From an optimization exercise on the open Yosys and OpenROAD flow, aimed at small area, a short achievable clock period and few clock cycles; shortcuts taken in it are not production practice.
Function was checked by simulation only, so behaviour that the tests miss may differ from the original.
No activity file was given, so power comes from the tool's default toggle rates.

old:
## vm_core
module vm_core (
    input  wire        clk,
    input  wire        rst,
    input  wire [15:0] code_len,
    input  wire [16:0] pool_len,
    output wire [15:0] imem_addr,
    input  wire [63:0] imem_data,
    output wire [15:0] cp_index,
    input  wire [1:0]  cp_kind,
    input  wire [63:0] cp_value,
    input  wire [15:0] cp_window,
    input  wire [15:0] cp_nret,
    output reg         emit_valid,
    output reg         emit_ret,
    output reg  [1:0]  emit_tag,
    output reg  [63:0] emit_data,
    output reg         halted,
    output reg  [2:0]  res_kind,
    output reg  [15:0] res_ip,
    output reg  [2:0]  res_depth
);
    localparam RF_SIZE = 16;
    localparam [1:0] T_INV = 2'd0, T_INT = 2'd1, T_FLT = 2'd2;
    localparam [1:0] K_JMP = 2'd2;
    localparam [2:0] R_NORMAL = 3'd0, F_LOAD = 3'd1, F_INDEX = 3'd2,
                     F_TYPE = 3'd3, F_ARITH = 3'd4, F_STACK = 3'd5,
                     F_DECODE = 3'd6;
    localparam [2:0] P_CHECK = 3'd0, P_RUN = 3'd1,
                     P_COPY = 3'd4, P_RETOUT = 3'd5, P_HALT = 3'd6;
    function legal_op;
        input [7:0] o;
        begin
            case (o)
                8'h00, 8'h01, 8'h02,
                8'h10, 8'h11, 8'h12, 8'h13, 8'h14, 8'h15,
                8'h20, 8'h21, 8'h30, 8'h31,
                8'h40, 8'h41, 8'h42, 8'h44, 8'h45, 8'h46,
                8'h48, 8'h49, 8'h4A, 8'h4C, 8'h4D, 8'h4E,
                8'h50, 8'h51: legal_op = 1'b1;
                default:      legal_op = 1'b0;
            endcase
        end
    endfunction
    function [15:0] onehot4;
        input [3:0] s;
        begin
            onehot4 = 16'd1 << s;
  ...
clock: 28.0 ns
lec_check: 0
cap_margin: 40
core_margin: 2
core_utilization: 34
place_density: 0.5
slew_margin: 40
standard.sh (not shown) runs the stock make flow with config.mk's settings and CLKGATE_MAP_FILE= SYNTH_SCRIPT=/design/flow/synth_recipe.tcl, a recipe that flattens the netlist after the stock synthesis.
==> flow/flow/run.sh <==
#!/bin/bash
set -euo pipefail
bash standard.sh synth > synth.log 2>&1
bash standard.sh SETUP_SLACK_MARGIN=20.6 \
    "CTS_ARGS=-sink_clustering_enable -repair_clock_nets -dont_use_dummy_load -buf_list {sky130_fd_sc_hd__clkbuf_4 sky130_fd_sc_hd__clkbuf_8}" \
    finish > layout.log 2>&1
Testbench counts of old, summed over its fixed seeds: cycles 95,993.
For new, these inputs were changed with respect to old:
==> flow/flow/run.sh <==
#!/bin/bash
set -euo pipefail
bash standard.sh synth > synth.log 2>&1
bash standard.sh SETUP_SLACK_MARGIN=21 \
    "CTS_ARGS=-sink_clustering_enable -repair_clock_nets -dont_use_dummy_load -buf_list {sky130_fd_sc_hd__clkbuf_4 sky130_fd_sc_hd__clkbuf_8}" \
    finish > layout.log 2>&1
--- a/flow/config.mk
+++ b/flow/config.mk
@@ -9,4 +9,4 @@
 export CORE_MARGIN = 2
-export CORE_UTILIZATION = 34
-export PLACE_DENSITY = 0.5
+export CORE_UTILIZATION = 30
+export PLACE_DENSITY = 0.45
 export SLEW_MARGIN = 40
## What came out
Every stage of the flow completed for new, and the final layout passed the timing, DRC and antenna checks.
On share of final layout cell area taken by clock buffers and inverters, old tracks new almost exactly.
The data arrival at the endpoint of the critical path in new sits 6.70 ns below the value recorded for old.
In the reports for new and old, the larger wire length of the first global-routing pass belongs to new.
The run showing the smaller non-clock inverter instance count of the final layout is new.
Timing startpoint of the critical path: cp_value[62] -> old, cpi[15] -> new
Going from old to new, multi-input gate share of total cell area went down by 0.79 points; routed wire length went up by 2.4%; overall fraction of global-route tracks in use went down by 4.1 points; number of sequential cells in the layout was more or less identical.
The endpoint of the worst setup timing path comes out cp_index[15] in one run and x_jhi in the other, namely in new and old respectively.
STATUS setup slack: new wins against old
Of new and old, the run reporting the higher net total in the final layout was new.

---

vm_core again, from the RTL that the note above started with.
==> flow/design.v (excerpt) <==
module vm_core (
    input  wire        clk,
    input  wire        rst,
    input  wire [15:0] code_len,
    input  wire [16:0] pool_len,
    output wire [15:0] imem_addr,
    input  wire [63:0] imem_data,
    output wire [15:0] cp_index,
    input  wire [1:0]  cp_kind,
    input  wire [63:0] cp_value,
    input  wire [15:0] cp_window,
    input  wire [15:0] cp_nret,
    output reg         emit_valid,
    output reg         emit_ret,
    output reg  [1:0]  emit_tag,
    output reg  [63:0] emit_data,
    output reg         halted,
    output reg  [2:0]  res_kind,
    output reg  [15:0] res_ip,
    output reg  [2:0]  res_depth
);
    localparam RF_SIZE = 16;
    localparam [1:0] T_INV = 2'd0, T_INT = 2'd1, T_FLT = 2'd2;
    localparam [1:0] K_JMP = 2'd2;
    localparam [2:0] R_NORMAL = 3'd0, F_LOAD = 3'd1, F_INDEX = 3'd2,
                     F_TYPE = 3'd3, F_ARITH = 3'd4, F_STACK = 3'd5,
  ...
==> flow/config.mk <==
export PLATFORM = sky130hd
export DESIGN_NAME = vm_core
export DESIGN_NICKNAME = vm_core
export VERILOG_FILES = /design/flow/design.v
export SDC_FILE = /design/flow/constraint.sdc
export NUM_CORES = 8
export LEC_CHECK = 0
export CAP_MARGIN = 40
export CORE_MARGIN = 2
export CORE_UTILIZATION = 37
export PLACE_DENSITY = 0.55
export SLEW_MARGIN = 40
==> flow/constraint.sdc <==
create_clock -name core_clock -period 28.0 [get_ports {clk}]
set_input_delay 5.6000 -clock core_clock [delete_from_list [all_inputs] [get_ports {clk}]]
set_output_delay 5.6000 -clock core_clock [all_outputs]
set_load 0.01 [all_outputs]
==> flow/flow/run.sh <==
#!/bin/bash
set -euo pipefail
bash standard.sh synth > synth.log 2>&1
bash standard.sh SETUP_SLACK_MARGIN=21 \
    "CTS_ARGS=-sink_clustering_enable -repair_clock_nets -dont_use_dummy_load -buf_list {sky130_fd_sc_hd__clkbuf_4 sky130_fd_sc_hd__clkbuf_8}" \
    finish > layout.log 2>&1
Testbench counts at the start, summed over its fixed seeds: cycles 95,993.
Edit:
==> flow/flow/run.sh (replaced) <==
#!/bin/bash
set -euo pipefail
bash standard.sh synth > synth.log 2>&1
bash standard.sh SETUP_SLACK_MARGIN=21 \
    "CTS_ARGS=-sink_clustering_enable -repair_clock_nets -dont_use_dummy_load" \
    finish > layout.log 2>&1
--- a/flow/config.mk
+++ b/flow/config.mk
@@ -9,4 +9,4 @@
 export CORE_MARGIN = 2
-export CORE_UTILIZATION = 37
-export PLACE_DENSITY = 0.55
+export CORE_UTILIZATION = 30
+export PLACE_DENSITY = 0.45
 export SLEW_MARGIN = 40
Outcome:
- register-to-register slack improves by 0.14 ns
- non-clock buffer count fell by 49
- routed wire length goes up by 2.3%
- worst setup slack improves by 0.14 ns
- via count goes down by 1.7%
- sequential power is about the same
Edit:
==> flow/flow/run.sh (replaced) <==
#!/bin/bash
set -euo pipefail
bash standard.sh synth > synth.log 2>&1
bash standard.sh SETUP_SLACK_MARGIN=20.8 \
    "CTS_ARGS=-sink_clustering_enable -repair_clock_nets -dont_use_dummy_load -buf_list {sky130_fd_sc_hd__clkbuf_4 sky130_fd_sc_hd__clkbuf_8}" \
    finish > layout.log 2>&1
--- a/flow/config.mk
+++ b/flow/config.mk
@@ -9,4 +9,4 @@
 export CORE_MARGIN = 2
-export CORE_UTILIZATION = 30
-export PLACE_DENSITY = 0.45
+export CORE_UTILIZATION = 34
+export PLACE_DENSITY = 0.5
 export SLEW_MARGIN = 40
Outcome: The changed run finished clean; core utilization went up by 3.7 points; die area went down by roughly a tenth; cell area went down by a few percent.
Edit:
==> flow/flow/run.sh (replaced) <==
#!/bin/bash
set -euo pipefail
bash standard.sh synth > synth.log 2>&1
bash standard.sh SETUP_SLACK_MARGIN=21 \
    "CTS_ARGS=-sink_clustering_enable -repair_clock_nets -dont_use_dummy_load -buf_list {sky130_fd_sc_hd__clkbuf_4 sky130_fd_sc_hd__clkbuf_8}" \
    finish > layout.log 2>&1
--- a/flow/config.mk
+++ b/flow/config.mk
@@ -7,3 +7,3 @@
 export LEC_CHECK = 0
-export CAP_MARGIN = 40
+export CAP_MARGIN = 30
 export CORE_MARGIN = 2
@@ -11,2 +11,2 @@
 export PLACE_DENSITY = 0.5
-export SLEW_MARGIN = 40
+export SLEW_MARGIN = 30
Effect: Sequential power is about the same. Non-clock buffer count grows by 214. Global-route usage went up by 1.9 points. Count of clock-buffer cells in the layout drops by 1. Routed wire length grows by 4.4%. Fmax is about the same. Combinational power went up by 5.0%. Die area is unchanged. Via count rises by 0.78%. Setup slack hardly moves.

---

Starting RTL as in the previous note.
Settings: LEC_CHECK=0, CAP_MARGIN=40, CORE_MARGIN=2, CORE_UTILIZATION=34, PLACE_DENSITY=0.5, SLEW_MARGIN=40; clock period 28.0 ns.
==> flow/flow/run.sh <==
#!/bin/bash
set -euo pipefail
bash standard.sh synth > synth.log 2>&1
bash standard.sh SETUP_SLACK_MARGIN=21.3 \
    "CTS_ARGS=-sink_clustering_enable -repair_clock_nets -dont_use_dummy_load -buf_list {sky130_fd_sc_hd__clkbuf_4 sky130_fd_sc_hd__clkbuf_8}" \
    finish > layout.log 2>&1
Testbench counts at the start, summed over its fixed seeds: cycles 95,993.
Then changed:
==> flow/flow/run.sh (replaced) <==
#!/bin/bash
set -euo pipefail
bash standard.sh synth > synth.log 2>&1
bash standard.sh SETUP_SLACK_MARGIN=21 \
    "CTS_ARGS=-sink_clustering_enable -repair_clock_nets -dont_use_dummy_load -buf_list {sky130_fd_sc_hd__clkbuf_2 sky130_fd_sc_hd__clkbuf_4}" \
    finish > layout.log 2>&1
Global-route usage came out higher by 0.96 points.
Non-clock buffer count came out lower by 99.
Total power came out lower by 3.9%.
Maximum frequency came out lower by 6.4%.
Die area stays the same.
Area after synthesis is unchanged.
Routed wire length came out higher by 1.3%.
Then changed:
==> flow/flow/run.sh (replaced) <==
#!/bin/bash
set -euo pipefail
bash standard.sh synth > synth.log 2>&1
bash standard.sh SETUP_SLACK_MARGIN=21 \
    "CTS_ARGS=-sink_clustering_enable -repair_clock_nets -dont_use_dummy_load -buf_list {sky130_fd_sc_hd__clkbuf_4 sky130_fd_sc_hd__clkbuf_8}" \
    finish > layout.log 2>&1
--- a/flow/config.mk
+++ b/flow/config.mk
@@ -9,4 +9,5 @@
 export CORE_MARGIN = 2
 export CORE_UTILIZATION = 34
+export GPL_TIMING_DRIVEN = 1
 export PLACE_DENSITY = 0.5
 export SLEW_MARGIN = 40
After rerunning: Fmax went up by 5.9%; die area does not change; clock-buffer cell count is lower by 255; wire length fell by about 0.43%; cell area barely changes; synthesized area stays the same; cell count falls by 1.1%; critical path depth does not change; synthesized cell count is unchanged; worst hold slack gains 11 ps.
Then changed:
--- a/flow/config.mk
+++ b/flow/config.mk
@@ -9,5 +9,4 @@
 export CORE_MARGIN = 2
 export CORE_UTILIZATION = 34
-export GPL_TIMING_DRIVEN = 1
 export PLACE_DENSITY = 0.5
 export SLEW_MARGIN = 40
Synthesized area is unchanged.
First-iteration DRC count is unchanged.
Maximum frequency is unchanged.
Wire length stays the same.
Register-to-register slack stays flat.
Worst setup slack stays the same.
Via count stays the same.
Worst hold slack stays the same.
Synthesized cell count is unchanged.

## what the ideal ports hide
The flow's constraints put no driver on any port. The routed layouts listed below were extracted and timed again, unchanged, in two steps. Step 1, drivers: a clkbuf_16 drives clk and a buf_2 each remaining input, both assumed. Step 2 moves the port delays by t, midway between the first and last clock arrival at a register: inputs arrive t later, outputs are due t later. That takes back most of the time a late clock gives input paths. Three values: ideal ports, drivers, drivers and shift; two values: the first two.
| run | t (ns) | setup WS [ns] | worst setup path at the end |
|---|---|---|---|
| old | 1.273 | 20.434 / 20.439 / 19.259 | input to register |
| new | 1.341 | 20.540 / 20.407 / 19.708 | input to register |
| the first run of note 2 | 1.331 | 20.498 / 20.453 / 19.486 | input to register |
| the second run of note 2 | 1.098 | 20.636 / 20.636 / 19.932 | input to register |
| the third run of note 2 | 1.293 | 20.544 / 20.496 / 19.501 | input to register |
| the fourth run of note 2 | 1.273 | 20.541 / 20.409 / 19.646 | input to register |
| the first run of note 3 | 1.280 | 20.614 / 20.489 / 20.038 | input to register |
| the second run of note 3 | 1.773 | 20.112 / 19.982 / 19.201 | input to register |
| the third run of note 3 | 1.296 | 20.552 / 20.426 / 19.720 | input to register |
| the fourth run of note 3 | 1.296 | 20.552 / 20.426 / 19.720 | input to register |
After both steps every run listed still meets setup and hold. For old, which loses most, drivers alone change the setup slack by +0.005 ns; drivers and shift together by -1.175 ns.
